This design comes from an exercise in tuning for small area, a short achievable clock period and few clock cycles per item on the open sky130 flow, not from production work. Function was checked by simulation only, so behaviour that the tests miss may differ from the original. Power is estimated from default activity; no workload was simulated.

===== design/flow/run.sh =====
#!/bin/bash
# synth_recipe.tcl (not shown) runs the flow's synth.tcl, then flattens the netlist and writes it again
# the make line also repeats each setting of config.mk as NAME=value (left out here)
make -C /OpenROAD-flow-scripts/flow DESIGN_CONFIG=/design/flow/config.mk WORK_HOME=/design/flow/orfs CLKGATE_MAP_FILE= SYNTH_SCRIPT=/design/flow/synth_recipe.tcl finish

===== design/flow/config.mk =====
export PLATFORM = sky130hd
export DESIGN_NAME = bpd_lookup
export DESIGN_NICKNAME = bpd_lookup
export VERILOG_FILES = /design/flow/design.v
export SDC_FILE = /design/flow/constraint.sdc
export NUM_CORES = 4
export LEC_CHECK = 0
export CAP_MARGIN = 20
export CORE_MARGIN = 2
export CORE_UTILIZATION = 40
export SLEW_MARGIN = 20

===== design/flow/constraint.sdc =====
create_clock -name core_clock -period 10.0 [get_ports {clk}]
set_input_delay 2.0000 -clock core_clock [delete_from_list [all_inputs] [get_ports {clk}]]
set_output_delay 2.0000 -clock core_clock [all_outputs]
set_load 0.01 [all_outputs]

===== design/flow/design.v =====
module bpd_lookup #(
    parameter [31:0] DD_WINDOW_MS_RESET = 32'd30000
) (
    input  wire        clk,
    input  wire        rst,          
    input  wire        cmd_valid,
    output wire        cmd_ready,
    input  wire [63:0] cmd,
    input  wire [31:0] now,
    output wire        rsp_valid,
    input  wire        rsp_ready,
    output wire [7:0]  rsp_st,
    output wire [31:0] rsp_rv
);
    localparam DD_SLOTS = 8;
    localparam RT_SIZE  = 64;
    localparam [7:0] OP_NOP    = 8'h00;
    localparam [7:0] OP_CSRRD  = 8'h01;
    localparam [7:0] OP_CSRWR  = 8'h02;
    localparam [7:0] OP_NEXTID = 8'h04;
    localparam [7:0] OP_RTLKUP = 8'h20;
    localparam [7:0] OP_RTSET  = 8'h21;
    localparam [7:0] OP_RTCLR  = 8'h22;
    localparam [7:0] OP_DDCHK  = 8'h40;
    localparam [7:0] OP_DDREC  = 8'h41;
    localparam [7:0] OP_DDRD   = 8'h42;
    localparam [7:0] ST_OK         = 8'h00;
    localparam [7:0] ST_DUPLICATE  = 8'h13;
    localparam [7:0] ST_NO_ROUTE   = 8'h14;
    localparam [7:0] ST_ILLEGAL_OP = 8'hE0;
    localparam [7:0] ST_BAD_ARG    = 8'hE1;
    localparam [15:0] CSR_DD_WINDOW_MS = 16'h0006;
    localparam [15:0] CSR_ID_CTR       = 16'h0015;
    localparam [15:0] CSR_DD_PTR       = 16'h0016;
    localparam [15:0] CSR_NOW          = 16'h0018;
    reg [15:0] rt       [0:RT_SIZE-1];
    reg [RT_SIZE-1:0]  rt_v;
    reg [DD_SLOTS-1:0] dd_v;
    reg [15:0] dd_origin[0:DD_SLOTS-1];
    reg [15:0] dd_id    [0:DD_SLOTS-1];
    reg [31:0] dd_stamp [0:DD_SLOTS-1];
    reg [2:0]  dd_ptr;
    reg [15:0] id_ctr;
    reg [31:0] dd_window;
    reg        rdy_q;            
    reg        v1;               
    reg        hv, tv;           
    reg [7:0]  h_st, t_st;
    reg [31:0] h_rv, t_rv;
    assign cmd_ready = rdy_q;
    assign rsp_valid = hv;
    assign rsp_st    = h_st;
    assign rsp_rv    = h_rv;
    wire acc = cmd_valid & rdy_q;        
    wire tk  = hv & rsp_ready;           
    wire ex  = v1 & ~(hv & tv);          
    wire [7:0]  i_op = cmd[63:56];
    wire        i_legal = (cmd[55:48] == 8'h00);
    wire [15:0] i_a  = cmd[47:32];
    wire [31:0] i_b  = cmd[31:0];
    wire i_nop    = i_legal & (i_op == OP_NOP);
    wire i_csrrd  = i_legal & (i_op == OP_CSRRD);
    wire i_csrwr  = i_legal & (i_op == OP_CSRWR);
    wire i_nextid = i_legal & (i_op == OP_NEXTID);
    wire i_rtlkup = i_legal & (i_op == OP_RTLKUP);
    wire i_rtset  = i_legal & (i_op == OP_RTSET);
    wire i_rtclr  = i_legal & (i_op == OP_RTCLR);
    wire i_ddchk  = i_legal & (i_op == OP_DDCHK);
    wire i_ddrec  = i_legal & (i_op == OP_DDREC);
    wire i_ddrd   = i_legal & (i_op == OP_DDRD);
    wire i_known  = i_nop | i_csrrd | i_csrwr | i_nextid | i_rtlkup | i_rtset
                  | i_rtclr | i_ddchk | i_ddrec | i_ddrd;
    wire i_a_win  = (i_a == CSR_DD_WINDOW_MS);
    wire i_a_id   = (i_a == CSR_ID_CTR);
    wire i_a_ptr  = (i_a == CSR_DD_PTR);
    wire i_a_now  = (i_a == CSR_NOW);
    wire i_a_lt64 = (i_a[15:6] == 10'd0);
    wire i_a_lt8  = (i_a[15:3] == 13'd0);
    wire i_a_zero = (i_a == 16'd0);
    wire i_a_hi   = (i_a[15:4] == 12'hFFF);
    wire i_ddrd_ok = i_ddrd & i_a_lt8 & (i_b[1:0] != 2'd3);
    wire i_ill  = ~i_known;
    wire i_bad  = (i_csrrd & ~(i_a_win | i_a_id | i_a_ptr | i_a_now))
                | (i_csrwr & ~i_a_win)
                | (i_rtset & ~i_a_lt64)
                | (i_ddrd & ~i_ddrd_ok);
    wire i_nort = i_rtlkup & (i_a_zero | (~i_a_lt64 & ~i_a_hi));
    reg [15:0] c_a;
    reg [31:0] c_b;
    reg [31:0] c_now;
    reg s_ill, s_bad, s_nort;
    reg r_win, r_id, r_ptr, r_now, r_rt, r_ahi, r_chk, r_rd1, r_rdio, r_rdst;
    reg w_win, w_id, w_rt, w_clr, w_rec;
    always @(posedge clk) begin
        if (acc) begin
            c_a    <= i_a;
            c_b    <= i_b;
            c_now  <= now;
            s_ill  <= i_ill;
            s_bad  <= i_bad;
            s_nort <= i_nort;
            r_win  <= i_csrrd & i_a_win;
            r_id   <= (i_csrrd & i_a_id) | i_nextid;
            r_ptr  <= (i_csrrd & i_a_ptr) | i_ddrec;
            r_now  <= i_csrrd & i_a_now;
            r_rt   <= i_rtlkup & i_a_lt64 & ~i_a_zero;
            r_ahi  <= i_rtlkup & i_a_hi;
            r_chk  <= i_ddchk;
            r_rd1  <= i_ddrd_ok & (i_b[1:0] == 2'd0);
            r_rdio <= i_ddrd_ok & (i_b[1:0] == 2'd1);
            r_rdst <= i_ddrd_ok & (i_b[1:0] == 2'd2);
            w_win  <= i_csrwr & i_a_win;
            w_id   <= i_nextid;
            w_rt   <= i_rtset & i_a_lt64;
            w_clr  <= i_rtclr;
            w_rec  <= i_ddrec;
        end
    end
    reg [DD_SLOTS-1:0] m;
    integer i;
    always @(*) begin
        for (i = 0; i < DD_SLOTS; i = i + 1)
            m[i] = dd_v[i] && dd_origin[i] == c_a && dd_id[i] == c_b[15:0]
                   && (c_now - dd_stamp[i]) <= dd_window;
    end
    wire       dd_hit = |m;
    reg [2:0]  dd_hit_idx;
    always @(*) begin
        dd_hit_idx = 3'd0;
        for (i = DD_SLOTS - 1; i >= 0; i = i - 1)
            if (m[i]) dd_hit_idx = i[2:0];
    end
    wire [15:0] rt_h = rt_v[c_a[5:0]] ? rt[c_a[5:0]] : 16'h0000;
    wire        rt_z = (rt_h == 16'h0000);
    wire [2:0]  sel   = c_a[2:0];
    wire        sel_v = dd_v[sel];
    wire [7:0] st_n =
          s_ill                     ? ST_ILLEGAL_OP
        : s_bad                     ? ST_BAD_ARG
        : (s_nort | (r_rt & rt_z))  ? ST_NO_ROUTE
        : (r_chk & dd_hit)          ? ST_DUPLICATE
        :                             ST_OK;
    wire [31:0] rv_n =
          ({32{r_win}}           & dd_window)
        | ({32{r_id}}            & {16'd0, id_ctr})
        | ({32{r_ptr}}           & {29'd0, dd_ptr})
        | ({32{r_now}}           & c_now)
        | ({32{r_rt}}            & {16'd0, rt_h})
        | ({32{r_ahi}}           & {16'd0, c_a})
        | ({32{r_chk & dd_hit}}  & {29'd0, dd_hit_idx})
        | ({32{r_rd1 & sel_v}}   & 32'd1)
        | ({32{r_rdio & sel_v}}  & {dd_id[sel], dd_origin[sel]})
        | ({32{r_rdst & sel_v}}  & dd_stamp[sel]);
    integer k;
    always @(posedge clk) begin
        if (rst) begin
            rt_v      <= {RT_SIZE{1'b0}};
            dd_v      <= {DD_SLOTS{1'b0}};
            dd_ptr    <= 3'd0;
            id_ctr    <= 16'd0;
            dd_window <= DD_WINDOW_MS_RESET;
        end else if (ex) begin
            if (w_win) dd_window <= c_b;
            if (w_id)  id_ctr <= id_ctr + 16'd1;
            if (w_clr) rt_v <= {RT_SIZE{1'b0}};
            if (w_rt)  rt_v[c_a[5:0]] <= 1'b1;
            if (w_rec) begin
                dd_v[dd_ptr] <= 1'b1;
                dd_ptr       <= dd_ptr + 3'd1;
            end
        end
    end
    always @(posedge clk) begin
        if (ex && w_rt)
            rt[c_a[5:0]] <= c_b[15:0];
        if (ex && w_rec) begin
            dd_origin[dd_ptr] <= c_a;
            dd_id[dd_ptr]     <= c_b[15:0];
            dd_stamp[dd_ptr]  <= c_now;
        end
    end
    wire v1_n = acc | (v1 & ~ex);
    wire hv_n = (hv & ~tk) | tv | ex;
    wire tv_n = (tv & ~tk) | (hv & ~tv & ~tk & ex);
    always @(posedge clk) begin
        if (rst) begin
            v1    <= 1'b0;
            hv    <= 1'b0;
            tv    <= 1'b0;
            rdy_q <= 1'b1;
        end else begin
            v1    <= v1_n;
            hv    <= hv_n;
            tv    <= tv_n;
            rdy_q <= ~(v1_n & hv_n & tv_n);
        end
    end
    always @(posedge clk) begin
        if (~hv | tk) begin
            h_st <= tv ? t_st : st_n;
            h_rv <= tv ? t_rv : rv_n;
        end
        if (hv & ~tv & ~tk) begin
            t_st <= st_n;
            t_rv <= rv_n;
        end
    end
endmodule

==> summary.md <==
| Metric | Value |
|---|---|
| Hold buffer count at cts | `0` |
| Final setup violation count | `0` |
| Crit path arrival time | `9.05 ns` |
| Fin crit period | `8.384 ns` |
| CTS Buf Count | `189` |
| Overall routing resource usage | `0.2308` |
| Synth Area per Inst | `14.38 um2` |
| Post-synth cell types | `83` |
| Max VDD drop | `0.1842 mV` |
| Starting DRT DRC Count | `5313` |
| Global-route wire length before repair | `395.9 mm` |
| Initial antenna violation count | `6` |
| Top FF cell, synth | `edfxtp_1` |
| Port Buffer Count | `140` |
| Final Wtd Congestion | `0.9100` |
| Gate Count Post-Synth | `6415` |
| H-Tree Depth | `4` |
| Total number of vias | `57570` |
| Syn. warnings | `1` |
| EDFF count, synth | `1708` |
| Clk buf depth | `3` |
| Layout cells sized above 1 | `0.1504` |
| Worst reg2reg path depth | `24` |
| CP Class | `register to register` |
| Clock Root Buffer | `clkbuf_16` |
| Clock transition at the registers of the reported paths | `0.06 ns` |
| Top-area cell type share of the netlist area | `0.5561` |
| Measured slew at the worst slew-check pin | `1.133 ns` |
| Mapped Area | `92230 um2` |
| Die Width | `484.2 um` |
| CTS tree | `done` |
| Leak | `36.57 nW` |
| Area Overhead vs Synth | `13.08%` |
| Unrepaired setup endpoints after global routing | `false` |
| Placed cell area | `97980 um2` |
| DRC | `0` |
| CP Launch Type | `register` |
| Max_cap viols | `0` |
| Largest net degree at the start of global routing | `97` |
| Clk latency of the worst-skew pair | `0.86 ns` |
| Die area | `234400 um2` |
| Post-cts repair resize count | `0` |
| Final layout net count | `7319` |
| WHS Path Cells | `2` |
| Async set-reset flop share out of synthesis | `0` |
| Routed WL | `275.5 mm` |
| Type of destination of the critical path | `register` |
| Fin. max-slew vios | `0` |
| Fin. Hold Viols | `0` |
| PD cells | `172.4 nW/um2` |
| IO Pins | `142` |
| Post-route setup TNS | `0 ns` |
| Synth area leaders | `edfxtp_1, mux4_2, ha_1` |
| Core ar. | `229700 um2` |
| Max_slew headroom | `0.2445` |
| Max Clk Rate | `119.3 MHz` |
| Fin crit share | `0.8384` |
| Detailed Routing Iterations Pass 1 | `6` |
| Hold Path Class | `register to register` |
| Fin area | `104300 um2` |
| Yosys reg bits | `1841` |
| Most area-hungry cell type in the Yosys netlist | `edfxtp_1` |
| Setup bufs post-CTS | `0` |
| Share of the yosys chip area belonging to registers | `0.5850` |
| Critical path fanouts, max | `10` |
| Vias in the first global route | `57720` |
| Fillers | `20190` |
| Tot Pwr | `0.01798 W` |
| Post-DR wirelength/cell | `27.88 um` |
| # rows | `176` |
| CP required | `10.67 ns` |
| Post-DP HPWL | `192.5 mm` |
| Clock Skew | `0.05383 ns` |
| Status | `no timing/DRC/antenna violations` |
| Sink Count | `1841` |
| Antenna-violating nets left | `0` |
| Initial Util | `0.4016` |
| Syn_nets | `7037` |
| Die Ht | `484.2 um` |
| Vias per cell | `5.824` |
| GR Overflow Total | `0` |
-- synth_stat cells (86+ instances only) --
master	instances
dfxtp_1	133
nand2_1	295
a21o_1	119
ha_1	514
xor2_1	211
inv_1	355
nor3_1	88
nand4_1	86
xnor2_1	261
mux4_2	452
a21oi_1	301
clkbuf_1	135
o21ai_0	160
a22oi_1	126
edfxtp_1	1708
nand3_1	100
mux2i_1	87
nor2_1	411
-- final timing paths --
check | from | endpoint | slack, ns
max reg2reg | c_now[0] | h_st[0] | 1.62
min reg2reg | dd_window[9] | dd_window[9] | 0.48
max | c_now[0] | h_st[0] | 1.62
min | dd_window[9] | dd_window[9] | 0.48
-- cell usage in the layout (no fill, tap or decap), types with 127 or more instances in the layout --
cell	instances
nor2_1	390
edfxtp_1	1708
xnor2_1	261
a21oi_1	301
buf_4	175
inv_1	354
ha_1	514
mux4_2	452
dfxtp_1	127
o21ai_0	159
clkdlybuf4s50_1	139
xor2_1	211
clkbuf_16	191
nand2_1	294
-- worst max-delay path: stages (launching register included) --
cell and delay (ns):
edfxtp_1 0.55, inv_1 0.27, ha_1 0.30, fa_1 0.41
nor2b_1 0.16, o31a_1 0.20, o31ai_1 0.14, o21ai_0 0.54
a31oi_1 0.25, o311ai_0 0.73, a31oi_1 0.29, o21ai_0 0.53
a311oi_1 0.22, xnor2_1 0.17, ha_1 0.30, nand4_1 0.18
nor4_1 0.40, nand3_1 0.19, nor3b_1 0.18, a22o_1 0.18
a311oi_1 0.71, nor2b_1 0.22, a41oi_1 0.60, a21oi_1 0.18
o31ai_1 0.26
-- through the flow --
stage	util	worst slack (ns)	std cells	hold WS (ns)
finish	0.4541	1.616	9884	0.4821
global route	0.4540	0.9400	9881	0.5067
CTS	0.4539	1.627	9880	0.4752
detailed placement	0.4266	1.707	9532	0.4671
global placement	0.4264	1.784	9530	0.4622
floorplan	-	1.443	6415	0.4457
-- logic make-up after synthesis --
family,count (synthesis),share of synthesized area
mux,591,0.1262
buf+inv,588,0.02568
simple gates,1295,0.06718
compound gates,1105,0.07967
other cells,1,0.00004066
flops,1841,0.5850
xor+xnor,472,0.04482
fa+ha+maj,522,0.07147
-- power breakdown --
part	switching [W]	internal, W	total (W)
Sequential	0.0000738	0.00849	0.00856
Combinational	0.00132	0.000887	0.00221
Clock	0.00310	0.00411	0.00721
-- sequential cells by signal, indices dropped and copies added (netlist names), 8 cells and up, named ones only --
register,cells
dd_origin,128
t_rv,32
rt,1024
h_rv,32
c_now,32
rt_v,64
dd_id,128
dd_stamp,256
dd_v,8
id_ctr,16
c_b,32
c_a,16
dd_window,32
-- area by class of cell --
type / count / area, um2 / share of cell area
Sequential cell: 1841 / 53970 / 0.5175
Timing Repair Buffer: 322 / 2845 / 0.02728
Clock inverter: 117 / 1346 / 0.01291
Antenna cell: 4 / 10.01 / 0.00009598
Clock buffer: 231 / 4940 / 0.04736
Tap cell: 3026 / 3786 / 0.03630
Multi-Input combinational cell: 3986 / 36050 / 0.3457
Inverter: 357 / 1343 / 0.01287
-- metal layers --
| layer | global-route usage | share of wire | up-vias |
|---|---|---|---|
| met3 | 0.03035 | 0.053 | 488 |
| met5 | 0 | 0 | - |
| met4 | 0.1053 | 0.050 | 0 |
| li1 | - | - | 25600 |
| met1 | 0.2852 | 0.39 | 29640 |
| met2 | 0.4023 | 0.51 | 1839 |
Testbench counts, summed over its fixed seeds: cycles 24,016, commands 24,000.

## separate check: timing with driven ports
The results above use ideal ports. As a check the final layout listed here was re-extracted and re-timed, cells and wires unchanged. Step 1 sets driving cells, clkbuf_16 on the clock port and buf_2 on the other inputs (assumed; they add their load-dependent delay and slew). Step 2 also shifts input and output timing later by t, the mid clock arrival at the registers, as if the neighbouring blocks saw the same clock. a / b / c = no drivers / after step 1 / after step 2; a / b = the first two.
t (ns): 0.922
setup WS [ns]: 1.616 / 1.616 / 1.616
worst slew at a driven data input, ns: 0.07
After both steps this run still meets setup and hold. For this run, drivers alone change the setup slack by 0.000 ns; drivers and shift together by 0.000 ns.
